This design comes from an exercise in tuning for small area on the open sky130 flow, not from production work. In this exercise RTL edits were held to simulation tests only and were not proved equivalent to the original. Power and IR drop assume default switching activity.

$ cat flow/design.v
module kojisan_sau (
    input  wire        clk,
    input  wire        rst,           
    input  wire        host_we,
    input  wire [2:0]  host_addr,
    input  wire [31:0] host_wdata,
    output reg  [31:0] host_rdata,
    output wire        irq,
    output wire        bus_req,
    output reg  [2:0]  bus_op,
    output reg  [7:0]  bus_wdata,
    output wire        bus_mack,
    input  wire        bus_ans,
    input  wire [1:0]  bus_ans_code,
    input  wire [7:0]  bus_rdata
);
    localparam [3:0] S_W_START   = 4'd1,
                     S_W_ADDR    = 4'd2,
                     S_W_CMD     = 4'd3,
                     S_W_PAYLOAD = 4'd4,
                     S_W_STOP    = 4'd5,
                     S_WAIT      = 4'd6,
                     S_R_START   = 4'd7,
                     S_R_ADDR_W  = 4'd8,
                     S_R_REG     = 4'd9,
                     S_R_RSTART  = 4'd10,
                     S_R_ADDR_R  = 4'd11,
                     S_R_DATA    = 4'd12,
                     S_R_STOP    = 4'd13,
                     S_CHECK     = 4'd14;
    reg        ie;
    reg [6:0]  addr;
    reg        busy, done, err;
    reg [3:0]  seq;         
    reg [2:0]  idx;         
    reg        abort;       
    reg        t_fail;      
    reg [7:0]  cnt;         
    reg [31:0] tr;          
    reg [29:0] hr;          
    reg        cy_t, cy_h;
    function [7:0] crc8b;
        input [7:0] c0, b;
        reg   [7:0] c;
        integer     i;
        begin
            c = c0 ^ b;
            for (i = 0; i < 8; i = i + 1)
                c = c[7] ? ((c << 1) ^ 8'h31) : (c << 1);
            crc8b = c;
        end
    endfunction
    wire        first_byte = (idx == 3'd0) || (idx == 3'd3);
    wire [7:0]  crc        = tr[13:6];
    wire [7:0]  crc_next   = crc8b(first_byte ? 8'hFF : crc, bus_rdata);
    wire        h_bad      = (crc != 8'd0);
    wire in_wait  = (seq == S_WAIT);
    wire in_check = (seq == S_CHECK);
    wire in_data  = (seq == S_R_DATA);
    wire moving   = in_data && !cnt[3];       
    assign bus_req  = busy && !(seq[2] && seq[1] && !seq[0]) && !moving;
    assign bus_mack = idx[2] && idx[0];
    wire [3:0] s = seq;
    wire addr_byte = s[3] ^ s[1] ^ s[0];        
    always @(*) begin
        bus_op[2] = abort | (s[2] & ~s[1] & (s[0] | s[3]));
        bus_op[1] = ~abort & ((~s[2] & (s[1] | s[3])) | (~s[3] & s[2] & ~s[0]));
        bus_op[0] = abort | ~(s[3] & ~s[0] & (s[1] | s[2]));
        bus_wdata[0]   = s[3] & s[1];
        bus_wdata[7:1] = addr_byte ? addr : {2'b00, s[1], 2'b00, s[1], 1'b0};
    end
    wire ans_ok    = bus_ans && (bus_ans_code == 2'd0);
    wire ans_nack  = bus_ans && (bus_ans_code == 2'd1);
    wire ans_fault = bus_ans && bus_ans_code[1];
    wire csum = err && in_check;
    wire bus_e = err && !in_check;
    wire [31:0] status_word = {9'd0, err ? idx : 3'd0, err ? seq : 4'd0, 6'd0,
                               csum && h_bad, csum && t_fail,
                               bus_e && !abort, bus_e && abort,
                               csum, err && !(csum && t_fail), 1'b0,
                               err, done, busy};
    wire sel_t = done && (host_addr == 3'd3);
    wire sel_h = done && (host_addr == 3'd4);
    always @(*) begin
        host_rdata = ({32{sel_t}} & tr) | ({32{sel_h}} & {2'b00, hr});
        case (host_addr)
            3'd0:    host_rdata[8] = ie;
            3'd1:    host_rdata = host_rdata | status_word;
            3'd2:    host_rdata[6:0] = addr;
            default: ;
        endcase
    end
    assign irq = ie && (done || err);
    wire wr_ctrl   = host_we && (host_addr == 3'd0);
    wire wr_addr   = host_we && (host_addr == 3'd2);
    wire do_start  = wr_ctrl && host_wdata[0] && !busy;
    wire do_clr    = wr_ctrl && !host_wdata[0] && host_wdata[1] && !busy;
    wire [2:0] pass = cnt[7:5];
    wire [4:0] j    = cnt[4:0];
    wire conv       = busy && in_check;
    wire waiting    = busy && in_wait;
    wire wait_end   = t_fail && (j == 5'd3) && tr[18] && tr[20] && tr[21] && tr[22] && tr[23] && tr[24];
    wire p0 = (pass == 3'd0), p1 = (pass == 3'd1), p2 = (pass == 3'd2),
         p3 = (pass == 3'd3), p4 = (pass == 3'd4);
    wire dry  = conv && p3;                  
    wire tc   = (j == 5'd23 || j == 5'd24 || j == 5'd27 || j >= 5'd29);    
    wire ta = tr[0] & (t_fail || !in_wait);
    wire tb = in_wait ? 1'b0 : (p0 || p1) ? tr[2] :
              p2 ? ~tr[3] :
              j[4] ? (p4 && tc) : tr[16];
    wire tci = (j == 5'd0) ? (!in_wait && (p2 || (p4 && cy_t))) :
               ((in_wait && j == 5'd18) || cy_t);
    wire ts  = ta ^ tb ^ tci;
    wire tco = (ta & tb) | (ta & tci) | (tb & tci);
    wire ha = hr[0] & !in_wait;
    wire hb = in_wait ? 1'b0 : (p0 || p1) ? hr[2] :
              (p3 || p4) ? (hr[16] & (j < 5'd14)) : 1'b0;
    wire hci = (j == 5'd0) ? (p4 && !in_wait && cy_h) : cy_h;
    wire hs  = ha ^ hb ^ hci;
    wire hco = (ha & hb) | (ha & hci) | (hb & hci);
    wire h_step = (j < 5'd30);
    wire rot    = waiting || conv;
    wire h_rot  = rot && h_step;
    wire mv_t   = busy && moving && idx == 3'd1;
    wire mv_h   = busy && moving && idx == 3'd4;
    wire dat    = busy && in_data && ans_ok;
    wire ld_t   = dat && (idx == 3'd0 || idx == 3'd1);
    wire ld_h   = dat && (idx == 3'd3 || idx == 3'd4);
    wire sh_t   = rot || mv_t;
    wire sh_h   = h_rot || mv_h;
    wire t29_nx = (rot && tr[30]) | (mv_t && tr[14]) | (!sh_t && tr[29]);
    wire [7:0] tw_nx = ({8{sh_t}} & tr[22:15]) | ({8{ld_t}} & bus_rdata)
                     | ({8{!(sh_t || ld_t)}} & tr[21:14]);
    wire [7:0] tc_nx = ({8{rot}} & tr[14:7]) | ({8{dat}} & crc_next)
                     | ({8{!(rot || dat)}} & tr[13:6]);
    wire h28_nx = (h_rot && hr[29]) | (mv_h && hr[13]) | (!sh_h && hr[28]);
    wire [7:0] hw_nx = ({8{sh_h}} & hr[21:14]) | ({8{ld_h}} & bus_rdata)
                     | ({8{!(sh_h || ld_h || (rot && !h_step))}} & hr[20:13])
                     | ({8{rot && !h_step}} & hr[20:13]);
    wire cnt_clr = (busy && in_data && bus_ans) || (busy && seq == S_W_STOP);
    wire cnt_inc = !cnt_clr && (rot || (busy && in_data && !cnt[3]));
    wire [7:0] cnt_nx = ({8{cnt_inc}} & (cnt + 8'd1)) | ({8{!(cnt_clr || cnt_inc)}} & cnt);
    always @(posedge clk) begin
        if (rst) begin
            ie    <= 1'b0;
            addr  <= 7'h45;
            busy  <= 1'b0;
            done  <= 1'b0;
            err   <= 1'b0;
        end else begin
            if (wr_ctrl)
                ie <= host_wdata[8];
            if (wr_addr && !busy)
                addr <= host_wdata[6:0];
            if (do_start || do_clr) begin
                done <= 1'b0;
                err  <= 1'b0;
            end
            if (do_start)
                busy <= 1'b1;
            if (busy) begin
                if (in_wait) begin
                    if (wait_end)
                        seq <= seq + 4'd1;
                end else if (in_check) begin
                    if (cnt == 8'd159) begin
                        done <= 1'b1;
                        busy <= 1'b0;
                    end
                end else if (abort) begin
                    if (bus_ans) begin
                        err  <= 1'b1;
                        busy <= 1'b0;
                    end
                end else if (ans_fault) begin
                    err  <= 1'b1;
                    busy <= 1'b0;
                end else if (ans_nack) begin
                    abort <= 1'b1;
                end else if (ans_ok) begin
                    if (seq == S_R_DATA && idx != 3'd5)
                        idx <= idx + 3'd1;
                    else
                        seq <= seq + 4'd1;
                    if (seq == S_R_STOP && (t_fail || h_bad)) begin
                        err  <= 1'b1;
                        busy <= 1'b0;
                    end
                end
            end
        end
        if (do_start) begin
            seq   <= S_W_START;
            idx   <= 3'd0;
            abort <= 1'b0;
        end
        cnt <= cnt_nx;
        if (busy && in_data && ans_ok && idx == 3'd3)
            t_fail <= h_bad;         
        if (busy && seq == S_W_STOP)
            t_fail <= 1'b0;
        if (waiting && j == 5'd31)
            t_fail <= 1'b1;
        {tr[29], tr[21:6]} <= {t29_nx, tw_nx, tc_nx};
        hr[28] <= h28_nx;
        hr[20:13] <= hw_nx;
        if (waiting || conv) begin
            {tr[31:30], tr[28:22], tr[5:0]} <= {dry ? ta : ts, tr[31], tr[29:23], tr[6:1]};
            if (!dry || j < 5'd15)
                cy_t <= tco;
            else if (j == 5'd15)
                cy_t <= ts | tco;
            if (h_step) begin
                {hr[29], hr[27:21], hr[12:0]} <= {dry ? ha : hs, hr[28:22], hr[13:1]};
                if (!dry || j < 5'd15)
                    cy_h <= hco;
                else if (j == 5'd15)
                    cy_h <= hs | hco;
            end
        end else if (busy && moving) begin
            if (idx == 3'd1)
                tr[28:22] <= tr[29:23];
            if (idx == 3'd4)
                hr[27:21] <= hr[28:22];
        end
    end
endmodule
$ cat flow/flow/run.sh
#!/bin/bash
# The standard layout (standard.sh) with three changes:
#  - synthesis is the standard flow's own script, except that ABC maps the combinational
#    logic with an area-oriented script (flow/area.abc) instead of ORFS's
#    delay-oriented one; registers are mapped before ABC, so they are the
#    standard synthesis's registers;
#  - every port still gets its own buffer, but it is the smallest buffer cell;
#  - clock tree synthesis adds no dummy loads.
# Each tool's full output goes to the ORFS logs under orfs/logs; the make output
# goes to standard_flow.log.
set -euo pipefail
cd "$(dirname "$0")/.."
W=$PWD
{
  echo 'proc abc {args} {'
  echo '  set i [lsearch $args -script]'
  echo "  if {\$i >= 0} { lset args [expr {\$i+1}] $W/flow/area.abc }"
  echo '  yosys abc {*}$args'
  echo '}'
  cat synth_recipe.tcl
} > area_synth.tcl
export BUFFER_PORTS_ARGS="-buffer_cell sky130_fd_sc_hd__buf_1"
export CTS_ARGS="-sink_clustering_enable -repair_clock_nets -buf_list sky130_fd_sc_hd__clkbuf_8 -dont_use_dummy_load"
bash standard.sh SYNTH_SCRIPT="$W/area_synth.tcl" finish > standard_flow.log 2>&1
$ cat flow/flow/area.abc
strash
dc2
dch
amap -m -F 4 -A 10
$ cat flow/standard.sh
#!/bin/bash
# synth_recipe.tcl (not shown) runs the flow's synth.tcl, then flattens the netlist and writes it again
# the make line also repeats each setting of config.mk as NAME=value (left out here)
make -C /OpenROAD-flow-scripts/flow DESIGN_CONFIG=/design/flow/config.mk WORK_HOME=/design/flow/orfs CLKGATE_MAP_FILE= SYNTH_SCRIPT=/design/flow/synth_recipe.tcl "${@:-finish}"
$ cat flow/config.mk
export PLATFORM = sky130hd
export DESIGN_NAME = kojisan_sau
export DESIGN_NICKNAME = kojisan_sau
export VERILOG_FILES = /design/flow/design.v
export SDC_FILE = /design/flow/constraint.sdc
export NUM_CORES = 4
export LEC_CHECK = 0
export CAP_MARGIN = 20
export CORE_MARGIN = 2
export CORE_UTILIZATION = 40
export CTS_BUF_LIST = sky130_fd_sc_hd__clkbuf_8
export SLEW_MARGIN = 20
$ cat flow/constraint.sdc
create_clock -name core_clock -period 500.0 [get_ports {clk}]
set_input_delay 100.0000 -clock core_clock [delete_from_list [all_inputs] [get_ports {clk}]]
set_output_delay 100.0000 -clock core_clock [all_outputs]
set_load 0.01 [all_outputs]
==> results of run 1 <==
[final timing paths]
path	start	to
max	host_addr[0]	host_rdata[8]
min	tr[31]$_DFFE_PN_	tr[30]$_DFFE_PN_
max reg2reg	seq[0]$_SDFFE_PP1P_	hr[13]$_DFF_P_
min reg2reg	tr[31]$_DFFE_PN_	tr[30]$_DFFE_PN_
[registers in the layout, indices dropped and copies added, names as in the netlist]
signal  cells
abort       1
addr        7
busy        1
cnt         8
cy_h        1
cy_t        1
done        1
err         1
hr         30
idx         3
ie          1
seq         4
t_fail      1
tr         32
[worst register-to-register path: cells and delay by family (launching register included)]
| family | cells | cell delay (ps) |
|---|---|---|
| adder cells (fa/ha/maj) | 1 | 270 |
| AND/OR/NAND/NOR | 5 | 850 |
| buffers and inverters | 5 | 1200 |
| flip-flops | 1 | 480 |
| AO/OA/AOI/OAI | 2 | 1220 |
[cells in the final DEF, fill, tap and decap left out, types with 4 or more instances in the layout]
| cell type | instances |
|---|---|
| dfxtp_1 | 54 |
| a22oi_1 | 10 |
| a211oi_1 | 4 |
| o221ai_1 | 7 |
| o21ai_0 | 49 |
| nor3_1 | 17 |
| clkinv_1 | 99 |
| buf_1 | 70 |
| nor2_1 | 59 |
| ha_1 | 16 |
| a222oi_1 | 24 |
| nand2_1 | 35 |
| a31oi_1 | 5 |
| a21oi_1 | 29 |
| clkbuf_8 | 9 |
| nand3_1 | 8 |
| nand4_1 | 5 |
| a221oi_1 | 7 |
| o22ai_1 | 11 |
| nor2b_1 | 5 |
| edfxtp_1 | 38 |
| a22o_1 | 6 |
[routing by layer]
layer / part of all wire / routed length, um
met5: 0 / 0
met3: 0.069 / 926
met1: 0.45 / 6030
met4: 0.026 / 352
met2: 0.45 / 6040
[cell families after synthesis]
kind of cell	count (synthesis)
adder cells (fa/ha/maj)	18
AO/OA/AOI/OAI	171
flip-flops	92
buffers and inverters	99
AND/OR/NAND/NOR	137
[layout make-up]
class | instances | share of cell area
multi-input combinational | 326 | 0.389
timing repair buffer | 73 | 0.0548
tap | 143 | 0.0344
clock buffer | 9 | 0.0238
sequential | 92 | 0.427
inverter | 99 | 0.0714
[power by group through the flow]
stage	Sequential (mW)	Clock [mW]	Combinational, mW
floorplan	0.00822	0	0.00138
finish	0.00813	0.00396	0.00195
global placement	0.00829	0	0.00190
CTS	0.00812	0.00406	0.00195
global route	0.00815	0.00433	0.00222
detailed placement	0.00829	0	0.00194
[through the flow]
step | power [mW] | cells | setup WS, ps | cell area [um2]
2_1_floorplan | 0.00960 | 517 | 297220 | 4610
3_3_place_gp | 0.0102 | 733 | 297680 | 5080
3_5_place_dp | 0.0102 | 733 | 297690 | 5080
4_1_cts | 0.0141 | 742 | 297670 | 5200
5_1_grt | 0.0147 | 742 | 297340 | 5200
6_report | 0.0140 | 742 | 297560 | 5200
==> key figures, run 1 <==
Setup path
  – Cell repeated most along the worst path: clkinv_1
  – Maximum single-stage delay on the critical path: 500 ps
  – Stages on the worst setup path: 11
  – Required time worst endpoint: 400000 ps
  – Crit-path cells: buf_1 > clkinv_1 > nor3_1 > clkinv_1 > nor2_1 > clkinv_1 > nor2_1 > nand2_1 > o21ai_0 > a221o_1 > buf_1
  – Logic depth of the worst register-to-register path: 13
  – Highest fanout seen on the critical path: 6
  – Startpoint class of the critical path: primary input
  – Setup slack on the worst flop-to-flop path: 495940 ps
  – Buf/Inv on CP: 5
  – Class of the most critical setup path: in2out
  – Worst setup EP type: output port
  – Slowest cell on the critical path: nor2_1
  – Crit path arrival time: 102440 ps
  – Kind of cell with the highest combined delay on the critical path: simple AND/OR/NAND/NOR gates

Cells and area
  – Count of nets after finishing: 668
  – Reg area: 0.00222 mm2
  – Final Core Density: 0.460
  – Multi-input combinational cell area: 0.00202 mm2
  – Antenna cell count: 0
  – Total of fill cells in the finished design: 1128
  – Area growth from synthesis to final layout: 12.9%
  – Fraction of final layout cells sized beyond drive strength 1: 0.0217

Routing
  – Iteration-0 DRC count of the detailed router: 423
  – Detail-routed net length per standard cell: 18.0 um
  – Number of routed nets with antenna violations: 0
  – Total length of routed wires: between 10 and 15 mm
  – Avg Vias per Cell: 5.75
  – Total number of vias: roughly 4300
  – DR DRC count: 0
  – First-pass DRT Iterations: 6

Logic synthesis
  – Post-synth EDFFs: 38
  – Area fraction of the dominant cell type after synthesis: 0.248
  – Share of synthesized flip-flops with an asynchronous set or reset: 0
  – Gate Count Post-Synth: approximately 520
  – Synth Area in Compound Gates: 0.257
  – Proportion of synthesized area in mux cells: 0
  – Ranking of synthesized cells by area: edfxtp_1 25%, dfxtp_1 23%, clkinv_1 8.1%
  – Count of unique library cells instantiated by Yosys: 37
  – Post-synth top cells: 99 x clkinv_1, 59 x nor2_1, 54 x dfxtp_1, 49 x o21ai_0, 38 x edfxtp_1
  – Net count after synthesis: 584
  – Area leader, netlist: edfxtp_1
  – Register bit total from synthesis: 92
  – Main combinational cell family by area after synthesis: compound AO/OA/AOI/OAI gates
  – Synthesized-area fraction occupied by xor and xnor cells: 0
  – Synth Flop Type: dfxtp_1
  – Post-synthesis simple-gate area fraction: 0.129
  – Cell Area, Synth: 0.00461 mm2
  – Share of the yosys chip area belonging to registers: 0.482
  – Adder-cell share of the synthesized area: 0.0521
  – Synth warn: 1
  – Most common cell in the netlist: clkinv_1
  – Mean instance size in the synthesized netlist: 8.92 um2

Clocking
  – Clock slew at the register clock pins of the worst setup and hold paths: 90 ps
  – Number of levels in the clock H-tree: 3
  – Buffer cell driving the clock tree root: clkbuf_8
  – Maximum buffer depth of the clock tree: 2
  – Setup repair bufs after CTS: 0
  – Number of clock buffers inserted by TritonCTS: 9
  – PostCTS Resize Cnt: 0
  – Hold buffer count at CTS: 0
  – Clock latency on the worst-skew pair: 370 ps
  – Number of clock sinks: 92
  – CTS tree: built

Pwr
  – P_leak: 1.69 nW
  – Sequential Power Share: 0.579
  – Switching power of the nets: 0.00387 mW
  – Int Pwr: 0.0102 mW
  – Power density normalized to cell area: about 2.7 mW/mm2
  – Clk pwr share: 0.282
  – Switching power as a share of total power: 0.276
  – Portion of total power attributed to combinational logic: 0.139
  – Maximum VDD drop: roughly 0.0000012 V

Worst hold path
  – Classification of the worst-slack hold path: reg2reg
  – Worst Hold Depth: 0

Floorplanning
  – Area of the core: 0.0113 mm2
  – Die Ht: roughly 110 um
  – Die width: 111 um
  – Top-level I/O count: 95
  – Initial Util: 0.407
  – Total number of placement rows: 39
  – Overall die area: 0.0124 mm2

Timing
  – Worst hold margin: 441 ps
  – Unrepaired setup endpoints after global routing: no
  – Peak clock frequency supported by timing: ~5 MHz
  – Final number of hold-violating endpoints: 0
  – Measured slew at the worst slew-check pin: 1010 ps
  – Portion of the clock cycle consumed by the worst path in the final layout: 0.405
  – Max-slew headroom: 0.321
  – Final setup violating endpoints: 0
  – Final Max Tran Viols: 0
  – Post-Route Skew: between 20 and 30 ps
  – Time the final worst path needs with I/O delays and setup: 202440 ps
  – Setup TNS Final: 0 ps

Global routing
  – Busiest layer in global routing: met2
  – Largest net degree at the start of global routing: 30
  – Routing usage on met3: 0.0365
  – Routing usage on met2: 0.331
  – Global-route wire length before repair: 20.9 mm
  – GRT met1 Usage: 0.300
  – Total GRT Usage: 0.215
  – Vias in the first global route: 3960
  – Initial antenna violation count: 0
  – Remaining global-route overflow: 0

Status
  – Run status: timing/DRC/antenna clean

Place
  – GP Congestion: approximately 0.96
  – Number of buffers added on ports: 70
  – Detail Placement HPWL: 10.0 mm

Run
  – Max capacitance violation total: 0
==> inputs of run 2 (changes only) <==
==> flow/flow/area.abc (replaced) <==
strash
dc2
dch
amap -m -F 4 -A 10
&get -n
&st
&deepsyn -T 120
&put
dch -f
amap -m -F 8 -A 16 -C 1000
==> key figures, run 2 <==
Status
  – Run status: timing/DRC/antenna clean (unchanged)

Logic synthesis
  – Most common cell in the netlist: clkinv_1 (unchanged)
  – Mean instance size in the synthesized netlist: 9.15 um2 (was 8.92 um2)
  – Share of synthesized flip-flops with an asynchronous set or reset: 0 (unchanged)
  – Post-synth EDFFs: 38 (unchanged)
  – Synth warn: 1 (unchanged)
  – Count of unique library cells instantiated by Yosys: 39 (was 37)
  – Cell Area, Synth: 0.00455 mm2 (was 0.00461 mm2)
  – Ranking of synthesized cells by area: edfxtp_1 25%, dfxtp_1 24%, clkinv_1 6.9% (was edfxtp_1 25%, dfxtp_1 23%, clkinv_1 8.1%)
  – Post-synth top cells: 83 x clkinv_1, 54 x dfxtp_1, 53 x nor2_1, 45 x o21ai_0, 41 x nand2_1 (was 99 x clkinv_1, 59 x nor2_1, 54 x dfxtp_1, 49 x o21ai_0, 38 x edfxtp_1)
  – Area fraction of the dominant cell type after synthesis: 0.251 (was 0.248)
  – Gate Count Post-Synth: 497 (was 517)
  – Area leader, netlist: edfxtp_1 (unchanged)
  – Synth Flop Type: dfxtp_1 (unchanged)
  – Register bit total from synthesis: 92 (unchanged)
  – Net count after synthesis: 564 (was 584)
  – Share of the yosys chip area belonging to registers: 0.489 (was 0.482)

Clocking
  – Number of levels in the clock H-tree: 3 (unchanged)
  – Number of clock sinks: 92 (unchanged)
  – Number of clock buffers inserted by TritonCTS: 9 (unchanged)
  – Setup repair bufs after CTS: 0 (unchanged)
  – Hold buffer count at CTS: 0 (unchanged)
  – Clock latency on the worst-skew pair: 390 ps (was 370 ps)
  – Clock slew at the register clock pins of the worst setup and hold paths: 80 ps (was 90 ps)
  – CTS tree: built (unchanged)
  – Buffer cell driving the clock tree root: clkbuf_8 (unchanged)
  – Maximum buffer depth of the clock tree: 2 (unchanged)
  – PostCTS Resize Cnt: 0 (unchanged)

Cells and area
  – Max reg flops: 32 (unchanged)
  – Register ranked first by flip-flop count: tr (unchanged)
  – Summed area of non-filler cells in the final layout: 0.00514 mm2 (was 0.00520 mm2)
  – Most common library cell in the layout ignoring fill and taps: clkinv_1 (unchanged)
  – Fraction of final layout cells sized beyond drive strength 1: 0.0225 (was 0.0217)
  – Multi-input combinational cell area: 0.00202 mm2 (about the same)
  – Registers with the most flip-flops: tr: 32 flops, hr: 30 flops, cnt: 8 flops (unchanged)
  – Antenna cell count: 0 (unchanged)
  – Count of nets after finishing: 648 (was 668)
  – Reg area: 0.00222 mm2 (unchanged)
  – Total of fill cells in the finished design: 1098 (was 1128)
  – Area growth from synthesis to final layout: 13.0% (was 12.9%)
  – Most used cells in the layout excluding fill and tap cells: 83 x clkinv_1, 70 x buf_1, 54 x dfxtp_1 (was 99 x clkinv_1, 70 x buf_1, 59 x nor2_1)

Timing
  – Time the final worst path needs with I/O delays and setup: 202370 ps (was 202440 ps)
  – Final Max Tran Viols: 0 (unchanged)
  – Final setup violating endpoints: 0 (unchanged)
  – Measured slew at the worst slew-check pin: 816 ps (was 1010 ps)
  – Peak clock frequency supported by timing: 4.94 MHz (about the same)
  – Worst hold margin: 456 ps (was 441 ps)
  – Setup TNS Final: 0 ps (unchanged)
  – Post-Route Skew: 26.0 ps (was 27.0 ps)
  – Portion of the clock cycle consumed by the worst path in the final layout: 0.405 (about the same)
  – Final number of hold-violating endpoints: 0 (unchanged)
  – Slack of the critical path: 297630 ps (was 297560 ps)
  – Unrepaired setup endpoints after global routing: no (unchanged)
  – Max-slew headroom: 0.453 (was 0.321)

Routing
  – Detail-routed net length per standard cell: 18.5 um (was 18.0 um)
  – Number of routed nets with antenna violations: 0 (unchanged)
  – Total length of routed wires: 13.3 mm (about the same)
  – Total number of vias: 4181 (was 4267)
  – Iteration-0 DRC count of the detailed router: 529 (was 423)
  – First-pass DRT Iterations: 6 (unchanged)
  – Avg Vias per Cell: 5.82 (was 5.75)
  – DR DRC count: 0 (unchanged)

Setup path
  – Required time worst endpoint: 400000 ps (about the same)
  – Worst setup path start: host_addr[0] (unchanged)
  – FF-to-FF Start: seq[0]$_SDFFE_PP1P_ (unchanged)
  – Slowest cell on the critical path: clkinv_1 (was nor2_1)
  – Class of the most critical setup path: in2out (unchanged)
  – Highest fanout seen on the critical path: 23 (was 6)
  – Crit-path cells: buf_1 > clkinv_1 > nor3b_1 > nand2_1 > clkinv_1 > a222oi_1 > o21ai_0 > buf_1 (was buf_1 > clkinv_1 > nor3_1 > clkinv_1 > nor2_1 > clkinv_1 > nor2_1 > nand2_1 > o21ai_0 > a221o_1 > buf_1)
  – Kind of cell with the highest combined delay on the critical path: buffers and inverters (was simple AND/OR/NAND/NOR gates)
  – Startpoint class of the critical path: primary input (unchanged)
  – Crit path arrival time: 102370 ps (was 102440 ps)
  – Buf/Inv on CP: 4 (was 5)
  – Setup slack on the worst flop-to-flop path: 495960 ps (was 495940 ps)
  – Maximum single-stage delay on the critical path: 780 ps (was 500 ps)
  – Worst setup EP type: output port (unchanged)

Global routing
  – Total GRT Usage: 0.214 (was 0.215)
  – Global-route wire length before repair: 20.8 mm (was 20.9 mm)
  – Initial antenna violation count: 0 (unchanged)
  – Vias in the first global route: 3894 (was 3960)
  – Remaining global-route overflow: 0 (unchanged)
  – Largest net degree at the start of global routing: 31 (was 30)

Place
  – Placed instance area: 0.00501 mm2 (was 0.00508 mm2)
  – Number of buffers added on ports: 70 (unchanged)
  – Detail Placement HPWL: 9.94 mm (was 10.0 mm)
  – DP Worst Slack: 297710 ps (was 297690 ps)
  – GP Congestion: 0.923 (was 0.956)

Floorplanning
  – Die Ht: 111 um (about the same)
  – Overall die area: 0.0122 mm2 (was 0.0124 mm2)
  – Total number of placement rows: 38 (was 39)
  – Die width: 111 um (about the same)
  – Top-level I/O count: 95 (unchanged)
  – Area of the core: 0.0110 mm2 (was 0.0113 mm2)
  – Initial Util: 0.414 (was 0.407)

Worst hold path
  – Classification of the worst-slack hold path: reg2reg (unchanged)
  – Launch instance of the worst min-delay path: hr[25]$_DFFE_PP_ (was tr[31]$_DFFE_PN_)

Run
  – Max capacitance violation total: 0 (unchanged)

Pwr
  – P_leak: 1.73 nW (was 1.69 nW)
  – Power density normalized to cell area: 2.80 mW/mm2 (was 2.70 mW/mm2)
  – Maximum VDD drop: 0.00000116 V (was 0.00000120 V)
[run 2: cell count changes after synthesis, sizes merged, moves of 4 or more]
cell    delta
nor2       -6
nand3      +5
nor3       -6
a221oi     -6
a22o       +5
clkinv    -16
a21oi      -4
o21ai      -4
nand2      +6
[run 2: routing by layer]
layer | vias to the layer above | wire length (um) | global-route usage
met5 | - | 0 | 0
met4 | 0 | 225 | 0.0750
met3 | 18 | 1040 | 0.0439
met2 | 169 | 5870 | 0.327
met1 | 1974 | 6150 | 0.303
li1 | 2020 | - | -
[run 2: report_power, final]
group	switching, mW	internal, mW	total (mW)
logic	0.00137	0.000730	0.00210
registers	0.000312	0.00794	0.00825
clock network	0.00242	0.00162	0.00403
[run 2: kinds of logic after synthesis]
family	after synthesis	share of synthesized area
adder cells (fa/ha/maj)	18	0.0528
AO/OA/AOI/OAI	165	0.257
AND/OR/NAND/NOR	139	0.133
flip-flops	92	0.489
buffers and inverters	83	0.0685
[run 2: area by class of cell]
cell class	count	share of cell area
timing repair buffer	73	0.0555
clock buffer	9	0.0241
tap	140	0.0341
sequential	92	0.433
multi-input combinational	322	0.393
inverter	83	0.0607
[run 2: stage by stage]
| stage | utilization | instances | power (mW) |
|---|---|---|---|
| final | 0.468 | 719 | 0.0144 |
| after CTS | 0.468 | 719 | 0.0144 |
| after floorplan | - | 497 | 0.00976 |
| after global placement | 0.456 | 710 | 0.0105 |
| after global routing | 0.468 | 719 | 0.0151 |
| after detailed placement | 0.456 | 710 | 0.0105 |
[run 2: final timing paths]
path,end,cells after the start
min,hr[24]$_DFFE_PP_,0
min reg2reg,hr[24]$_DFFE_PP_,0
max,host_rdata[6],8
max reg2reg,hr[17]$_DFF_P_,12
==> inputs of run 3 (changes only) <==
--- a/flow/design.v
+++ b/flow/design.v
@@ -33,8 +33,8 @@
     reg        busy, done, err;
     reg [3:0]  seq;         
-    reg [2:0]  idx;         
     reg        abort;       
     reg        t_fail;      
     reg [7:0]  cnt;         
+    wire [2:0] idx = cnt[7:5];
     reg [31:0] tr;          
     reg [29:0] hr;          
@@ -101,6 +101,6 @@
     wire waiting    = busy && in_wait;
     wire wait_end   = t_fail && (j == 5'd3) && tr[18] && tr[20] && tr[21] && tr[22] && tr[23] && tr[24];
-    wire p0 = (pass == 3'd0), p1 = (pass == 3'd1), p2 = (pass == 3'd2),
-         p3 = (pass == 3'd3), p4 = (pass == 3'd4);
+    wire p0 = (pass == 3'd5), p1 = (pass == 3'd6), p2 = (pass == 3'd7),
+         p3 = (pass == 3'd0), p4 = (pass == 3'd1);
     wire dry  = conv && p3;                  
     wire tc   = (j == 5'd23 || j == 5'd24 || j == 5'd27 || j >= 5'd29);    
@@ -138,7 +138,10 @@
                      | ({8{!(sh_h || ld_h || (rot && !h_step))}} & hr[20:13])
                      | ({8{rot && !h_step}} & hr[20:13]);
-    wire cnt_clr = (busy && in_data && bus_ans) || (busy && seq == S_W_STOP);
-    wire cnt_inc = !cnt_clr && (rot || (busy && in_data && !cnt[3]));
-    wire [7:0] cnt_nx = ({8{cnt_inc}} & (cnt + 8'd1)) | ({8{!(cnt_clr || cnt_inc)}} & cnt);
+    wire cnt_clr = do_start || (busy && seq == S_W_STOP);
+    wire cnt_nxb = dat;                           
+    wire cnt_inc = !cnt_clr && !cnt_nxb && (rot || (busy && in_data && !cnt[3]));
+    wire [2:0] idx_up = (idx == 3'd5) ? idx : idx + 3'd1;
+    wire [7:0] cnt_nx = ({8{cnt_inc}} & (cnt + 8'd1)) | ({8{cnt_nxb}} & {idx_up, 5'd0})
+                      | ({8{!(cnt_clr || cnt_inc || cnt_nxb)}} & cnt);
     always @(posedge clk) begin
         if (rst) begin
@@ -164,5 +167,5 @@
                         seq <= seq + 4'd1;
                 end else if (in_check) begin
-                    if (cnt == 8'd159) begin
+                    if (cnt == 8'd63) begin
                         done <= 1'b1;
                         busy <= 1'b0;
@@ -179,7 +182,5 @@
                     abort <= 1'b1;
                 end else if (ans_ok) begin
-                    if (seq == S_R_DATA && idx != 3'd5)
-                        idx <= idx + 3'd1;
-                    else
+                    if (!(seq == S_R_DATA && idx != 3'd5))
                         seq <= seq + 4'd1;
                     if (seq == S_R_STOP && (t_fail || h_bad)) begin
@@ -192,5 +193,4 @@
         if (do_start) begin
             seq   <= S_W_START;
-            idx   <= 3'd0;
             abort <= 1'b0;
         end
==> flow/flow/area.abc (replaced) <==
strash
dc2
dch
amap -m -F 8 -A 16 -C 1000
strash
dc2
dch -f
amap -m -F 8 -A 16 -C 1000
strash
dch
amap -m -F 8 -A 16 -C 1000
--- a/flow/config.mk
+++ b/flow/config.mk
@@ -8,5 +8,5 @@
 export CAP_MARGIN = 20
 export CORE_MARGIN = 2
-export CORE_UTILIZATION = 40
+export CORE_UTILIZATION = 60
 export CTS_BUF_LIST = sky130_fd_sc_hd__clkbuf_8
 export SLEW_MARGIN = 20
==> key figures, run 3 <==
Timing
  – Final setup violating endpoints: 0 (unchanged)
  – Unrepaired setup endpoints after global routing: no (unchanged)
  – Measured slew at the worst slew-check pin: 1020 ps (was 816 ps)
  – Portion of the clock cycle consumed by the worst path in the final layout: 0.404 (was 0.405)
  – Setup TNS Final: 0 ps (unchanged)
  – Time the final worst path needs with I/O delays and setup: 202220 ps (was 202370 ps)
  – Max-slew headroom: 0.314 (was 0.453)
  – Final Max Tran Viols: 0 (unchanged)
  – Post-Route Skew: 36.8 ps (was 26.0 ps)
  – Final number of hold-violating endpoints: 0 (unchanged)
  – Peak clock frequency supported by timing: 4.95 MHz (was 4.94 MHz)

Global routing
  – Global-route wire length before repair: 20.4 mm (was 20.8 mm)
  – Total GRT Usage: 0.312 (was 0.214)
  – Remaining global-route overflow: 0 (unchanged)
  – Initial antenna violation count: 0 (unchanged)
  – Vias in the first global route: 3897 (was 3894)
  – Largest net degree at the start of global routing: 29 (was 31)

Setup path
  – Worst setup EP type: output port (unchanged)
  – Class of the most critical setup path: in2out (unchanged)
  – Required time worst endpoint: 400000 ps (about the same)
  – Highest fanout seen on the critical path: 28 (was 23)
  – Startpoint class of the critical path: primary input (unchanged)
  – Crit path arrival time: 102220 ps (was 102370 ps)

Run
  – Max capacitance violation total: 0 (unchanged)

Clocking
  – Number of levels in the clock H-tree: 3 (unchanged)
  – Buffer cell driving the clock tree root: clkbuf_8 (unchanged)
  – Clock slew at the register clock pins of the worst setup and hold paths: 100 ps (was 80 ps)
  – Number of clock sinks: 89 (was 92)
  – Clock latency on the worst-skew pair: 360 ps (was 390 ps)
  – Maximum buffer depth of the clock tree: 2 (unchanged)
  – PostCTS Resize Cnt: 0 (unchanged)
  – Number of clock buffers inserted by TritonCTS: 9 (unchanged)
  – Hold buffer count at CTS: 0 (unchanged)
  – CTS tree: built (unchanged)
  – Setup repair bufs after CTS: 0 (unchanged)

Routing
  – Detail-routed net length per standard cell: 18.8 um (was 18.5 um)
  – Routed length on met2: 5.81 mm (was 5.87 mm)
  – Max layer used: met4 (unchanged)
  – Met1 routed wirelength after detailed routing: 5.51 mm (was 6.15 mm)
  – Total number of vias: 4275 (was 4181)
  – First-pass DRT Iterations: 7 (was 6)
  – Avg Vias per Cell: 6.29 (was 5.82)
  – Number of routed nets with antenna violations: 0 (unchanged)
  – DR DRC count: 0 (unchanged)
  – Total length of routed wires: 12.8 mm (was 13.3 mm)
  – Met3 wire len: 1.21 mm (was 1.04 mm)
  – Iteration-0 DRC count of the detailed router: 466 (was 529)

Floorplanning
  – Total number of placement rows: 31 (was 38)
  – Die width: 90.8 um (was 111 um)
  – Overall die area: 0.00824 mm2 (was 0.0122 mm2)
  – Top-level I/O count: 95 (unchanged)
  – Area of the core: 0.00729 mm2 (was 0.0110 mm2)
  – Die Ht: 90.8 um (was 111 um)
  – Initial Util: 0.620 (was 0.414)

Logic synthesis
  – Synth warn: 1 (unchanged)
  – Area leader, netlist: edfxtp_1 (unchanged)
  – Cell Area, Synth: 0.00452 mm2 (was 0.00455 mm2)
  – Count of unique library cells instantiated by Yosys: 38 (was 39)
  – Share of the yosys chip area belonging to registers: 0.478 (was 0.489)
  – Ranking of synthesized cells by area: edfxtp_1 25%, dfxtp_1 23%, clkinv_1 7.1% (was edfxtp_1 25%, dfxtp_1 24%, clkinv_1 6.9%)
  – Post-synth EDFFs: 38 (unchanged)
  – Gate Count Post-Synth: 499 (was 497)
  – Area fraction of the dominant cell type after synthesis: 0.252 (was 0.251)
  – Mean instance size in the synthesized netlist: 9.06 um2 (was 9.15 um2)
  – Register bit total from synthesis: 89 (was 92)
  – Share of synthesized flip-flops with an asynchronous set or reset: 0 (unchanged)
  – Net count after synthesis: 568 (was 564)
  – Post-synth top cells: 86 x clkinv_1, 54 x o21ai_0, 51 x dfxtp_1, 48 x nor2_1, 38 x edfxtp_1 (was 83 x clkinv_1, 54 x dfxtp_1, 53 x nor2_1, 45 x o21ai_0, 41 x nand2_1)
  – Most common cell in the netlist: clkinv_1 (unchanged)
  – Synth Flop Type: dfxtp_1 (unchanged)

Pwr
  – Maximum VDD drop: 0.00000155 V (was 0.00000116 V)
  – P_leak: 1.65 nW (was 1.73 nW)
  – Power density normalized to cell area: 2.59 mW/mm2 (was 2.80 mW/mm2)

Cells and area
  – Fraction of final layout cells sized beyond drive strength 1: 0.0224 (was 0.0225)
  – Area growth from synthesis to final layout: 11.9% (was 13.0%)
  – Total of fill cells in the finished design: 630 (was 1098)
  – Most used cells in the layout excluding fill and tap cells: 86 x clkinv_1, 70 x buf_1, 54 x o21ai_0 (was 83 x clkinv_1, 70 x buf_1, 54 x dfxtp_1)
  – Reg area: 0.00216 mm2 (was 0.00222 mm2)
  – Registers with the most flip-flops: tr: 32 flops, hr: 30 flops, cnt: 8 flops (unchanged)
  – Register ranked first by flip-flop count: tr (unchanged)
  – Antenna cell count: 0 (unchanged)
  – Count of nets after finishing: 652 (was 648)
  – Summed area of non-filler cells in the final layout: 0.00506 mm2 (was 0.00514 mm2)
  – Max reg flops: 32 (unchanged)
  – Multi-input combinational cell area: 0.00204 mm2 (was 0.00202 mm2)
  – Most common library cell in the layout ignoring fill and taps: clkinv_1 (unchanged)

Place
  – Placed instance area: 0.00494 mm2 (was 0.00501 mm2)
  – Detail Placement HPWL: 9.54 mm (was 9.94 mm)
  – Number of buffers added on ports: 70 (unchanged)
  – GP Congestion: 0.931 (was 0.923)

Status
  – Run status: timing/DRC/antenna clean (unchanged)

Worst hold path
  – Classification of the worst-slack hold path: reg2reg (unchanged)
==> run 3: stage by stage <==
stage                     power, mW   util  cells  setup slack [ps]  hold WS, ps
after floorplan             0.00887      -    499            297220          416
after global placement      0.00934  0.677    671            297850          423
after detailed placement    0.00939  0.677    671            297830          431
after CTS                    0.0131  0.694    680            297820          436
after global routing         0.0136  0.694    680            297600          449
final                        0.0131  0.694    680            297780          448
==> run 3: cell families after synthesis <==
group / after synthesis / synth area share
DFF: 89 / 0.478
buffers and inverters: 86 / 0.0714
xor gates and xnor gates: 1 / 0.00194
adders and majority gates: 20 / 0.0587
and+or+nand+nor: 131 / 0.129
AOI/OAI and AO/OA: 172 / 0.261
==> run 3: worst paths after layout <==
kind	startpoint	to	slack, ps	cells after the start
setup / recovery	host_addr[0]	host_rdata[8]	297780	7
hold / removal	tr[31]$_DFFE_PN_	tr[30]$_DFFE_PN_	450	0
setup reg to reg	seq[0]$_SDFFE_PP1P_	hr[14]$_DFF_P_	495820	14
hold reg to reg	tr[31]$_DFFE_PN_	tr[30]$_DFFE_PN_	450	0
==> run 3: critical path, cell delays in order <==
cell	delay [ps]
buf_1	150
clkinv_1	140
nand4_1	210
clkinv_1	700
a222oi_1	680
o21ai_0	160
buf_1	160
==> run 3: layer usage <==
metal / vias up / GRT usage
li1: 2039 / -
met1: 2000 / 0.446
met2: 219 / 0.486
met3: 17 / 0.0609
met4: 0 / 0.0922
met5: - / 0
==> run 3: layout make-up <==
type,instances,area share
repair buffers,73,0.0564
flip-flops and latches,89,0.427
multi-input cells,324,0.404
clock buffers,9,0.0245
inverters,86,0.0638
well taps,99,0.0245
==> run 3: report_power, final <==
part,switching [mW],internal [mW]
sequential,0.000202,0.00766
clock,0.00224,0.00162
combinational,0.000939,0.000450
==> inputs of run 4 (changes only) <==
--- a/flow/config.mk
+++ b/flow/config.mk
@@ -8,5 +8,5 @@
 export CAP_MARGIN = 20
 export CORE_MARGIN = 2
-export CORE_UTILIZATION = 60
+export CORE_UTILIZATION = 40
 export CTS_BUF_LIST = sky130_fd_sc_hd__clkbuf_8
 export SLEW_MARGIN = 20
==> key figures, run 4 <==
Logic synthesis
  – Net count after synthesis: 568 (unchanged)
  – Ranking of synthesized cells by area: edfxtp_1 25%, dfxtp_1 23%, clkinv_1 7.1% (unchanged)
  – Cell Area, Synth: 0.00452 mm2 (unchanged)
  – Synth warn: 1 (unchanged)
  – Area leader, netlist: edfxtp_1 (unchanged)
  – Synth Flop Type: dfxtp_1 (unchanged)
  – Adder-cell share of the synthesized area: 0.0587 (unchanged)
  – Post-synth EDFFs: 38 (unchanged)
  – Main combinational cell family by area after synthesis: compound AO/OA/AOI/OAI gates (unchanged)
  – Synthesized-area fraction occupied by xor and xnor cells: 0.00194 (unchanged)
  – Area fraction of the dominant cell type after synthesis: 0.252 (unchanged)
  – Gate Count Post-Synth: 499 (unchanged)
  – Most common cell in the netlist: clkinv_1 (unchanged)
  – Synth Area in Compound Gates: 0.261 (unchanged)
  – Mean instance size in the synthesized netlist: 9.06 um2 (unchanged)
  – Post-synth top cells: 86 x clkinv_1, 54 x o21ai_0, 51 x dfxtp_1, 48 x nor2_1, 38 x edfxtp_1 (unchanged)
  – Share of synthesized flip-flops with an asynchronous set or reset: 0 (unchanged)
  – Post-synthesis simple-gate area fraction: 0.129 (unchanged)
  – Share of the yosys chip area belonging to registers: 0.478 (unchanged)
  – Proportion of synthesized area in mux cells: 0 (unchanged)
  – Register bit total from synthesis: 89 (unchanged)
  – Count of unique library cells instantiated by Yosys: 38 (unchanged)

Place
  – Placed instance area: 0.00499 mm2 (was 0.00494 mm2)
  – Number of buffers added on ports: 70 (unchanged)
  – DP Worst Slack: 297720 ps (was 297830 ps)
  – Number of placed cells counting well taps: 712 (was 671)
  – Detail Placement HPWL: 10.0 mm (was 9.54 mm)
  – GP Congestion: 0.916 (was 0.931)

Cells and area
  – Antenna cell count: 0 (unchanged)
  – Most used cells in the layout excluding fill and tap cells: 86 x clkinv_1, 70 x buf_1, 54 x o21ai_0 (unchanged)
  – Final standard cell count with taps included and fillers excluded: 721 (was 680)
  – Count of nets after finishing: 652 (unchanged)
  – Area growth from synthesis to final layout: 13.1% (was 11.9%)
  – Max reg flops: 32 (unchanged)
  – Final Core Density: 0.467 (was 0.694)
  – Registers with the most flip-flops: tr: 32 flops, hr: 30 flops, cnt: 8 flops (unchanged)
  – Summed area of non-filler cells in the final layout: 0.00511 mm2 (was 0.00506 mm2)
  – Fraction of final layout cells sized beyond drive strength 1: 0.0224 (unchanged)
  – Most common library cell in the layout ignoring fill and taps: clkinv_1 (unchanged)
  – Register ranked first by flip-flop count: tr (unchanged)

Timing
  – Worst hold margin: 446 ps (was 448 ps)
  – Final Max Tran Viols: 0 (unchanged)
  – Unrepaired setup endpoints after global routing: no (unchanged)
  – Final number of hold-violating endpoints: 0 (unchanged)
  – Post-Route Skew: 23.0 ps (was 36.8 ps)
  – Time the final worst path needs with I/O delays and setup: 202380 ps (was 202220 ps)
  – Portion of the clock cycle consumed by the worst path in the final layout: 0.405 (was 0.404)
  – Setup TNS Final: 0 ps (unchanged)
  – Final setup violating endpoints: 0 (unchanged)
  – Max-slew headroom: 0.339 (was 0.314)
  – Slack of the critical path: 297620 ps (was 297780 ps)
  – Peak clock frequency supported by timing: 4.94 MHz (was 4.95 MHz)
  – Measured slew at the worst slew-check pin: 984 ps (was 1020 ps)

Clocking
  – Number of levels in the clock H-tree: 3 (unchanged)
  – CTS tree: built (unchanged)
  – Setup repair bufs after CTS: 0 (unchanged)
  – Number of clock sinks: 89 (unchanged)
  – Clock slew at the register clock pins of the worst setup and hold paths: 90 ps (was 100 ps)
  – Buffer cell driving the clock tree root: clkbuf_8 (unchanged)
  – Clock latency on the worst-skew pair: 370 ps (was 360 ps)
  – Number of clock buffers inserted by TritonCTS: 9 (unchanged)
  – Hold buffer count at CTS: 0 (unchanged)
  – PostCTS Resize Cnt: 0 (unchanged)
  – Maximum buffer depth of the clock tree: 2 (unchanged)

Routing
  – Total number of vias: 4243 (was 4275)
  – Number of routed nets with antenna violations: 0 (unchanged)
  – Total length of routed wires: 13.4 mm (was 12.8 mm)
  – Max layer used: met4 (unchanged)
  – First-pass DRT Iterations: 8 (was 7)
  – Met1 routed wirelength after detailed routing: 6.11 mm (was 5.51 mm)
  – Detail-routed net length per standard cell: 18.6 um (was 18.8 um)
  – Routed length on met2: 5.98 mm (was 5.81 mm)
  – DR DRC count: 0 (unchanged)
  – Met3 wire len: 946 um (was 1.21 mm)
  – Avg Vias per Cell: 5.88 (was 6.29)
  – Iteration-0 DRC count of the detailed router: 488 (was 466)

Setup path
  – FF-to-FF Start: seq[0]$_SDFFE_PP1P_ (unchanged)
  – Worst setup EP type: output port (unchanged)
  – Highest fanout seen on the critical path: 28 (unchanged)
  – Crit path arrival time: 102380 ps (was 102220 ps)
  – Startpoint class of the critical path: primary input (unchanged)
  – Class of the most critical setup path: in2out (unchanged)
  – Required time worst endpoint: 400000 ps (about the same)
  – Worst setup path start: host_addr[0] (unchanged)

Worst hold path
  – Classification of the worst-slack hold path: reg2reg (unchanged)
  – Launch instance of the worst min-delay path: hr[8]$_DFFE_PP_ (was tr[31]$_DFFE_PN_)

Global routing
  – Total GRT Usage: 0.226 (was 0.312)
  – Largest net degree at the start of global routing: 29 (unchanged)
  – Remaining global-route overflow: 0 (unchanged)
  – Vias in the first global route: 3832 (was 3897)
  – Global-route wire length before repair: 20.5 mm (was 20.4 mm)
  – Initial antenna violation count: 0 (unchanged)

Floorplanning
  – Initial Util: 0.413 (was 0.620)
  – Overall die area: 0.0122 mm2 (was 0.00824 mm2)
  – Area of the core: 0.0109 mm2 (was 0.00729 mm2)
  – Die Ht: 110 um (was 90.8 um)
  – Top-level I/O count: 95 (unchanged)
  – Total number of placement rows: 38 (was 31)
  – Die width: 110 um (was 90.8 um)

Pwr
  – Final total power: 0.0132 mW (was 0.0131 mW)
  – Power density normalized to cell area: 2.58 mW/mm2 (was 2.59 mW/mm2)
  – Maximum VDD drop: 0.00000182 V (was 0.00000155 V)
  – P_leak: 1.65 nW (unchanged)

Run
  – Max capacitance violation total: 0 (unchanged)

Status
  – Run status: timing/DRC/antenna clean (unchanged)
-- run 4: cell counts after synthesis --
Identical to the previous run, type by type.
-- run 4: logic make-up (layout without fill, tap and decap cells) --
| kind of cell | after synthesis | after routing |
|---|---|---|
| AO/OA/AOI/OAI | 172 | 172 |
| adder cells (fa/ha/maj) | 20 | 20 |
| buffers and inverters | 86 | 168 |
| XOR/XNOR | 1 | 1 |
| flip-flops | 89 | 89 |
| AND/OR/NAND/NOR | 131 | 131 |
-- run 4: metal layers --
| metal | up-vias | track usage |
|---|---|---|
| met2 | 176 | 0.341 |
| met4 | 0 | 0.0920 |
| li1 | 2033 | - |
| met1 | 2012 | 0.313 |
| met3 | 22 | 0.0541 |
| met5 | - | 0 |
-- run 4: final cells by class --
type | count | area (um2)
inverters | 86 | 323
fillers | 1088 | 5820
well taps | 140 | 175
flip-flops and latches | 89 | 2160
clock buffers | 9 | 124
multi-input cells | 324 | 2040
repair buffers | 73 | 285
-- run 4: worst paths after layout --
kind	endpoint	slack [ps]	cells after the start
setup / recovery	host_rdata[8]	297620	7
hold / removal	hr[7]$_DFFE_PP_	450	0
setup reg to reg	hr[14]$_DFF_P_	495790	14
hold reg to reg	hr[7]$_DFFE_PP_	450	0
-- run 4: worst max-delay path, stage by stage --
cell and delay, ps:
buf_1 130, clkinv_1 130, nand4_1 230, clkinv_1 750, a222oi_1 730, o21ai_0 210
buf_1 170
-- run 4: where the power goes --
part | switching, mW | internal, mW | total (mW)
clock network | 0.00233 | 0.00162 | 0.00394
logic | 0.000931 | 0.000450 | 0.00138
registers | 0.000201 | 0.00766 | 0.00786
==> inputs of run 5 (changes only) <==
==> flow/flow/area.abc (replaced) <==
strash
dc2
dch
amap -m -F 4 -A 10
&get -n
&st
&deepsyn -T 120
&put
dch -f
amap -m -F 8 -A 16 -C 1000
==> key figures, run 5 <==
Cells and area
  – Count of nets after finishing: 651 (was 652)
  – Most common library cell in the layout ignoring fill and taps: clkinv_1 (unchanged)
  – Most used cells in the layout excluding fill and tap cells: 86 x clkinv_1, 70 x buf_1, 63 x nor2_1 (was 86 x clkinv_1, 70 x buf_1, 54 x o21ai_0)
  – Area growth from synthesis to final layout: 12.6% (was 13.1%)
  – Registers with the most flip-flops: tr: 32 flops, hr: 30 flops, cnt: 8 flops (unchanged)
  – Register ranked first by flip-flop count: tr (unchanged)
  – Fraction of final layout cells sized beyond drive strength 1: 0.0172 (was 0.0224)
  – Antenna cell count: 0 (unchanged)
  – Max reg flops: 32 (unchanged)

Timing
  – Time the final worst path needs with I/O delays and setup: 202350 ps (was 202380 ps)
  – Max-slew headroom: 0.421 (was 0.339)
  – Peak clock frequency supported by timing: 4.94 MHz (about the same)
  – Portion of the clock cycle consumed by the worst path in the final layout: 0.405 (about the same)
  – Post-Route Skew: 21.5 ps (was 23.0 ps)
  – Measured slew at the worst slew-check pin: 863 ps (was 984 ps)
  – Final number of hold-violating endpoints: 0 (unchanged)
  – Slack of the critical path: 297650 ps (was 297620 ps)
  – Setup TNS Final: 0 ps (unchanged)
  – Unrepaired setup endpoints after global routing: no (unchanged)
  – Final setup violating endpoints: 0 (unchanged)
  – Final Max Tran Viols: 0 (unchanged)

Logic synthesis
  – Count of unique library cells instantiated by Yosys: 41 (was 38)
  – Register bit total from synthesis: 89 (unchanged)
  – Main combinational cell family by area after synthesis: compound AO/OA/AOI/OAI gates (unchanged)
  – Cell Area, Synth: 0.00452 mm2 (about the same)
  – Gate Count Post-Synth: 500 (was 499)
  – Synth warn: 1 (unchanged)
  – Mean instance size in the synthesized netlist: 9.03 um2 (was 9.06 um2)
  – Area leader, netlist: edfxtp_1 (unchanged)
  – Proportion of synthesized area in mux cells: 0 (unchanged)
  – Area fraction of the dominant cell type after synthesis: 0.253 (was 0.252)
  – Post-synth top cells: 86 x clkinv_1, 63 x nor2_1, 51 x dfxtp_1, 41 x o21ai_0, 38 x edfxtp_1 (was 86 x clkinv_1, 54 x o21ai_0, 51 x dfxtp_1, 48 x nor2_1, 38 x edfxtp_1)
  – Post-synth EDFFs: 38 (unchanged)
  – Most common cell in the netlist: clkinv_1 (unchanged)
  – Ranking of synthesized cells by area: edfxtp_1 25%, dfxtp_1 23%, clkinv_1 7.1% (unchanged)
  – Post-synthesis simple-gate area fraction: 0.134 (was 0.129)
  – Adder-cell share of the synthesized area: 0.0587 (about the same)
  – Synthesized-area fraction occupied by xor and xnor cells: 0.00388 (was 0.00194)
  – Net count after synthesis: 569 (was 568)
  – Synth Area in Compound Gates: 0.253 (was 0.261)
  – Share of the yosys chip area belonging to registers: 0.479 (was 0.478)
  – Share of synthesized flip-flops with an asynchronous set or reset: 0 (unchanged)
  – Synth Flop Type: dfxtp_1 (unchanged)

Floorplanning
  – Overall die area: 0.0122 mm2 (about the same)
  – Die width: 110 um (about the same)
  – Area of the core: 0.0109 mm2 (unchanged)
  – Top-level I/O count: 95 (unchanged)
  – Die Ht: 110 um (about the same)
  – Total number of placement rows: 38 (unchanged)
  – Initial Util: 0.413 (about the same)

Setup path
  – Maximum single-stage delay on the critical path: 750 ps (about the same)
  – Required time worst endpoint: 400000 ps (about the same)
  – Crit path arrival time: 102350 ps (was 102380 ps)
  – Worst setup EP type: output port (unchanged)
  – Highest fanout seen on the critical path: 21 (was 28)
  – Crit-path cells: buf_1 > nor2_1 > nand3_1 > clkinv_1 > a222oi_1 > clkinv_1 > buf_1 (was buf_1 > clkinv_1 > nand4_1 > clkinv_1 > a222oi_1 > o21ai_0 > buf_1)
  – Slowest cell on the critical path: clkinv_1 (unchanged)
  – Class of the most critical setup path: in2out (unchanged)
  – Startpoint class of the critical path: primary input (unchanged)

Global routing
  – Routing usage on met2: 0.348 (was 0.341)
  – Remaining global-route overflow: 0 (unchanged)
  – GRT met1 Usage: 0.329 (was 0.313)
  – Total GRT Usage: 0.230 (was 0.226)
  – Global-route wire length before repair: 21.0 mm (was 20.5 mm)
  – Largest net degree at the start of global routing: 27 (was 29)
  – Routing usage on met3: 0.0359 (was 0.0541)
  – Busiest layer in global routing: met2 (unchanged)
  – Vias in the first global route: 3938 (was 3832)
  – Initial antenna violation count: 0 (unchanged)

Place
  – DP Worst Slack: 297650 ps (was 297720 ps)
  – Number of buffers added on ports: 70 (unchanged)
  – GP Congestion: 0.915 (was 0.916)
  – Detail Placement HPWL: 10.2 mm (was 10.0 mm)

Routing
  – First-pass DRT Iterations: 7 (was 8)
  – DR DRC count: 0 (unchanged)
  – Detail-routed net length per standard cell: 18.8 um (was 18.6 um)
  – Iteration-0 DRC count of the detailed router: 489 (was 488)
  – Number of routed nets with antenna violations: 0 (unchanged)
  – Avg Vias per Cell: 5.94 (was 5.88)
  – Total length of routed wires: 13.5 mm (was 13.4 mm)
  – Total number of vias: 4280 (was 4243)

Clocking
  – Number of clock sinks: 89 (unchanged)
  – Maximum buffer depth of the clock tree: 2 (unchanged)
  – Clock slew at the register clock pins of the worst setup and hold paths: 90 ps (about the same)
  – Setup repair bufs after CTS: 0 (unchanged)
  – CTS tree: built (unchanged)
  – Number of levels in the clock H-tree: 3 (unchanged)
  – Number of clock buffers inserted by TritonCTS: 9 (unchanged)
  – Clock latency on the worst-skew pair: 380 ps (was 370 ps)
  – PostCTS Resize Cnt: 0 (unchanged)
  – Hold buffer count at CTS: 0 (unchanged)
  – Buffer cell driving the clock tree root: clkbuf_8 (unchanged)

Worst hold path
  – Classification of the worst-slack hold path: reg2reg (unchanged)

Pwr
  – Power density normalized to cell area: 3.03 mW/mm2 (was 2.58 mW/mm2)
  – Maximum VDD drop: 0.00000152 V (was 0.00000182 V)
  – P_leak: 1.72 nW (was 1.65 nW)

Run
  – Max capacitance violation total: 0 (unchanged)

Status
  – Run status: timing/DRC/antenna clean (unchanged)
==> run 5: changes by cell type in the layout (fill, tap and decap cells not counted), moves of 3 or more <==
cell      delta
nor2_1      +15
o21ai_0     -13
a22oi_1      -4
o21a_1       +4
a31oi_1      -3
o221ai_1     -3
o22a_1       +3
==> run 5: layout make-up <==
cell class | count | area, um2
multi-input combinational | 325 | 2030
fill | 1065 | 5850
tap | 140 | 175
sequential | 89 | 2160
timing repair buffer | 71 | 270
inverter | 86 | 323
clock buffer | 9 | 124
==> run 5: final timing paths <==
path	startpoint	endpoint	slack (ps)	cells after the start
setup / recovery	host_addr[2]	host_rdata[9]	297650	7
hold / removal	hr[10]$_DFFE_PP_	hr[9]$_DFFE_PP_	450	0
setup reg to reg	seq[0]$_SDFFE_PP1P_	hr[13]$_DFF_P_	495560	12
hold reg to reg	hr[10]$_DFFE_PP_	hr[9]$_DFFE_PP_	450	0
==> run 5: critical path: cells and delay by family <==
kind | cells | cell delay (ps)
AND/OR/NAND/NOR | 2 | 490
AO/OA/AOI/OAI | 1 | 660
buffers and inverters | 4 | 1190
==> run 5: cell families after synthesis <==
| group | after synthesis |
|---|---|
| AO/OA/AOI/OAI | 162 |
| AND/OR/NAND/NOR | 141 |
| flip-flops | 89 |
| buffers and inverters | 86 |
| adder cells (fa/ha/maj) | 20 |
| XOR/XNOR | 2 |
==> run 5: power by group <==
part | total (mW) | internal [mW] | switching (mW)
logic | 0.00338 | 0.00113 | 0.00225
registers | 0.00807 | 0.00774 | 0.000329
clock network | 0.00395 | 0.00161 | 0.00234
total | 0.0154 | 0.0105 | 0.00491
==> run 5: per-stage QoR <==
| stage | hold slack (ps) | power [mW] | util | instance area [um2] | instances |
|---|---|---|---|---|---|
| CTS | 457 | 0.0154 | 0.465 | 5090 | 720 |
| global placement | 425 | 0.0115 | 0.454 | 4960 | 711 |
| finish | 454 | 0.0154 | 0.465 | 5090 | 720 |
| global route | 466 | 0.0162 | 0.465 | 5090 | 720 |
| detailed placement | 436 | 0.0115 | 0.454 | 4960 | 711 |
| floorplan | 416 | 0.0106 | - | 4520 | 500 |
==> run 5: routing by layer <==
metal,share of wire,vias up
met5,0,-
met4,0.017,0
met3,0.076,16
met2,0.46,205
met1,0.45,2044
li1,-,2015
==> inputs of run 6 (changes only) <==
==> flow/flow/area.abc (replaced) <==
strash
dc2
dch
amap -m -F 4 -A 10
&get -n
&st
&deepsyn -T 300
&put
dch -f
amap -m -F 8 -A 16 -C 1000
--- a/flow/config.mk
+++ b/flow/config.mk
@@ -10,3 +10,4 @@
 export CORE_UTILIZATION = 40
 export CTS_BUF_LIST = sky130_fd_sc_hd__clkbuf_8
+export GPL_TIMING_DRIVEN = 0
 export SLEW_MARGIN = 20
==> key figures, run 6 <==
Logic synthesis
  – Cell Area, Synth: 0.00452 mm2 (unchanged)
  – Synth Area in Compound Gates: 0.253 (unchanged)
  – Main combinational cell family by area after synthesis: compound AO/OA/AOI/OAI gates (unchanged)
  – Ranking of synthesized cells by area: edfxtp_1 25%, dfxtp_1 23%, clkinv_1 7.1% (unchanged)
  – Post-synth EDFFs: 38 (unchanged)
  – Mean instance size in the synthesized netlist: 9.03 um2 (unchanged)
  – Proportion of synthesized area in mux cells: 0 (unchanged)
  – Most common cell in the netlist: clkinv_1 (unchanged)
  – Adder-cell share of the synthesized area: 0.0587 (unchanged)
  – Post-synth top cells: 86 x clkinv_1, 63 x nor2_1, 51 x dfxtp_1, 41 x o21ai_0, 38 x edfxtp_1 (unchanged)
  – Synth Flop Type: dfxtp_1 (unchanged)
  – Synthesized-area fraction occupied by xor and xnor cells: 0.00388 (unchanged)
  – Area fraction of the dominant cell type after synthesis: 0.253 (unchanged)
  – Share of the yosys chip area belonging to registers: 0.479 (unchanged)
  – Count of unique library cells instantiated by Yosys: 41 (unchanged)
  – Gate Count Post-Synth: 500 (unchanged)
  – Synth warn: 1 (unchanged)
  – Share of synthesized flip-flops with an asynchronous set or reset: 0 (unchanged)
  – Area leader, netlist: edfxtp_1 (unchanged)
  – Post-synthesis simple-gate area fraction: 0.134 (unchanged)
  – Register bit total from synthesis: 89 (unchanged)
  – Net count after synthesis: 569 (unchanged)

Setup path
  – Crit path arrival time: 102350 ps (about the same)
  – Slowest cell on the critical path: clkinv_1 (unchanged)
  – Cell repeated most along the worst path: buf_1
  – Highest fanout seen on the critical path: 21 (unchanged)
  – Required time worst endpoint: 400000 ps (about the same)
  – Worst setup EP type: output port (unchanged)
  – Logic depth of the worst register-to-register path: 12 (unchanged)
  – Crit-path cells: buf_1 > nor2_1 > nand3_1 > clkinv_1 > a221oi_1 > o21ai_0 > buf_1 (was buf_1 > nor2_1 > nand3_1 > clkinv_1 > a222oi_1 > clkinv_1 > buf_1)
  – Maximum single-stage delay on the critical path: 760 ps (was 750 ps)
  – Class of the most critical setup path: in2out (unchanged)
  – Startpoint class of the critical path: primary input (unchanged)

Clocking
  – Number of clock sinks: 89 (unchanged)
  – CTS tree: built (unchanged)
  – Clock slew at the register clock pins of the worst setup and hold paths: 100 ps (was 90 ps)
  – Number of clock buffers inserted by TritonCTS: 9 (unchanged)
  – Maximum buffer depth of the clock tree: 2 (unchanged)
  – Setup repair bufs after CTS: 0 (unchanged)
  – Number of levels in the clock H-tree: 3 (unchanged)
  – Clock latency on the worst-skew pair: 380 ps (about the same)
  – PostCTS Resize Cnt: 0 (unchanged)
  – Buffer cell driving the clock tree root: clkbuf_8 (unchanged)
  – Hold buffer count at CTS: 0 (unchanged)

Floorplanning
  – Die width: 110 um (unchanged)
  – Overall die area: 0.0122 mm2 (unchanged)
  – Initial Util: 0.413 (unchanged)
  – Area of the core: 0.0109 mm2 (unchanged)
  – Total number of placement rows: 38 (unchanged)
  – Top-level I/O count: 95 (unchanged)
  – Die Ht: 110 um (unchanged)

Timing
  – Peak clock frequency supported by timing: 4.94 MHz (about the same)
  – Setup TNS Final: 0 ps (unchanged)
  – Post-Route Skew: 30.1 ps (was 21.5 ps)
  – Final setup violating endpoints: 0 (unchanged)
  – Unrepaired setup endpoints after global routing: no (unchanged)
  – Time the final worst path needs with I/O delays and setup: 202350 ps (about the same)
  – Final number of hold-violating endpoints: 0 (unchanged)
  – Portion of the clock cycle consumed by the worst path in the final layout: 0.405 (about the same)
  – Max-slew headroom: 0.430 (was 0.421)
  – Final Max Tran Viols: 0 (unchanged)
  – Measured slew at the worst slew-check pin: 850 ps (was 863 ps)

Cells and area
  – Registers with the most flip-flops: tr: 32 flops, hr: 30 flops, cnt: 8 flops (unchanged)
  – Register ranked first by flip-flop count: tr (unchanged)
  – Max reg flops: 32 (unchanged)
  – Final standard cell count with taps included and fillers excluded: 720 (unchanged)
  – Antenna cell count: 0 (unchanged)
  – Most used cells in the layout excluding fill and tap cells: 86 x clkinv_1, 70 x buf_1, 62 x nor2_1 (was 86 x clkinv_1, 70 x buf_1, 63 x nor2_1)
  – Count of nets after finishing: 651 (unchanged)
  – Fraction of final layout cells sized beyond drive strength 1: 0.0190 (was 0.0172)
  – Area growth from synthesis to final layout: 12.8% (was 12.6%)
  – Most common library cell in the layout ignoring fill and taps: clkinv_1 (unchanged)

Routing
  – Number of routed nets with antenna violations: 0 (unchanged)
  – Avg Vias per Cell: 5.90 (was 5.94)
  – First-pass DRT Iterations: 7 (unchanged)
  – Detail-routed net length per standard cell: 19.1 um (was 18.8 um)
  – DR DRC count: 0 (unchanged)
  – Total number of vias: 4250 (was 4280)
  – Iteration-0 DRC count of the detailed router: 458 (was 489)
  – Total length of routed wires: 13.7 mm (was 13.5 mm)

Global routing
  – Routing usage on met2: 0.364 (was 0.348)
  – Vias in the first global route: 4005 (was 3938)
  – Routing usage on met3: 0.0494 (was 0.0359)
  – GRT met1 Usage: 0.332 (was 0.329)
  – Largest net degree at the start of global routing: 27 (unchanged)
  – Busiest layer in global routing: met2 (unchanged)
  – Initial antenna violation count: 0 (unchanged)
  – Total GRT Usage: 0.236 (was 0.230)
  – Global-route wire length before repair: 21.5 mm (was 21.0 mm)
  – Remaining global-route overflow: 0 (unchanged)

Place
  – Number of placed cells counting well taps: 711 (unchanged)
  – Detail Placement HPWL: 10.3 mm (was 10.2 mm)
  – GP Congestion: 0.926 (was 0.915)
  – Number of buffers added on ports: 70 (unchanged)

Pwr
  – Power density normalized to cell area: 3.03 mW/mm2 (about the same)
  – Maximum VDD drop: 0.00000174 V (was 0.00000152 V)
  – P_leak: 1.72 nW (about the same)

Run
  – Max capacitance violation total: 0 (unchanged)

Worst hold path
  – Classification of the worst-slack hold path: reg2reg (unchanged)
  – Worst Hold Depth: 0 (unchanged)

Status
  – Run status: timing/DRC/antenna clean (unchanged)
==> run 6: cell families (layout without fill, tap and decap cells) <==
logic type | Yosys count | in the layout
AO/OA/AOI/OAI | 162 | 162
adder cells (fa/ha/maj) | 20 | 20
AND/OR/NAND/NOR | 141 | 141
XOR/XNOR | 2 | 2
flip-flops | 89 | 89
buffers and inverters | 86 | 166
==> run 6: layer usage <==
layer / wire (um) / vias to the layer above / share of wire
met5: 0 / - / 0
met4: 268 / 0 / 0.020
met3: 1150 / 21 / 0.083
met2: 6160 / 213 / 0.45
met1: 6150 / 1992 / 0.45
li1: - / 2024 / -
==> run 6: final cells by class <==
cell class              instances  area [um2]
inverters                      86         323
fillers                      1116        5840
repair buffers                 71         278
multi-input cells             325        2030
well taps                     140         175
clock buffers                   9         124
flip-flops and latches         89        2160
==> run 6: path summary, 6_finish.rpt <==
check	slack [ps]	end	start
min	440	hr[23]$_DFFE_PP_	hr[24]$_DFFE_PP_
max	297650	host_rdata[5]	host_addr[2]
min reg2reg	440	hr[23]$_DFFE_PP_	hr[24]$_DFFE_PP_
max reg2reg	495520	hr[15]$_DFF_P_	seq[0]$_SDFFE_PP1P_
==> run 6: where the power goes <==
group	total (mW)	internal (mW)	switching (mW)	leakage (nW)
Combinational	0.00342	0.00114	0.00228	0.906
Clock	0.00396	0.00161	0.00234	0.0647
Sequential	0.00807	0.00774	0.000334	0.749
==> run 6: metrics by stage <==
stage,util,cell area (um2),power (mW),hold slack (ps),setup slack (ps)
2_1_floorplan,-,4520,0.0106,416,298690
3_3_place_gp,0.453,4950,0.0115,425,297670
3_5_place_dp,0.455,4970,0.0116,429,297680
4_1_cts,0.466,5100,0.0155,448,297670
5_1_grt,0.466,5100,0.0163,458,297400
6_report,0.466,5100,0.0154,443,297650
==> run 6: critical path, delay by kind of cell <==
| kind | cells | cell delay, ps |
|---|---|---|
| AND/OR/NAND/NOR | 2 | 510 |
| AO/OA/AOI/OAI | 2 | 770 |
| buffers and inverters | 3 | 1070 |

afterwards: timing with drivers on the ports:
The flow's constraints put no driver on any port. The routed layouts listed below were extracted and timed again, unchanged, in two steps.
Step 1, drivers: a clkbuf_16 drives clk and a buf_2 each remaining input, both assumed.
Step 2 times the ports against the registers' clock, not the clock port: input delays grow and output delays shrink by t, the midpoint of the rising clock arrivals with the driver on.
a / b / c = ideal / step 1 / step 2; a / b = the first two.
run | t (ns) | setup slack, ns | hold slack, ns | worst register clock-pin slew, ns | cell pins on the clock port's net
run 1 | 0.394 | 297.558 / 297.534 / 297.534 | 0.441 / 0.441 / 0.441 | 0.09 / 0.09 | 1
run 2 | 0.405 | 297.634 / 297.611 / 297.611 | 0.456 / 0.456 / 0.456 | 0.10 / 0.10 | 1
run 3 | 0.369 | 297.782 / 297.761 / 297.761 | 0.448 / 0.448 / 0.448 | 0.10 / 0.10 | 1
run 4 | 0.393 | 297.624 / 297.595 / 297.595 | 0.446 / 0.446 / 0.446 | 0.09 / 0.09 | 1
run 5 | 0.399 | 297.653 / 297.626 / 297.626 | 0.454 / 0.454 / 0.454 | 0.09 / 0.09 | 1
run 6 | 0.400 | 297.646 / 297.622 / 297.622 | 0.443 / 0.443 / 0.443 | 0.10 / 0.10 | 1
After both steps setup and hold are still met in every run listed. For run 4, which loses most, drivers alone change the setup slack by -0.029 ns; drivers and shift together by -0.029 ns.
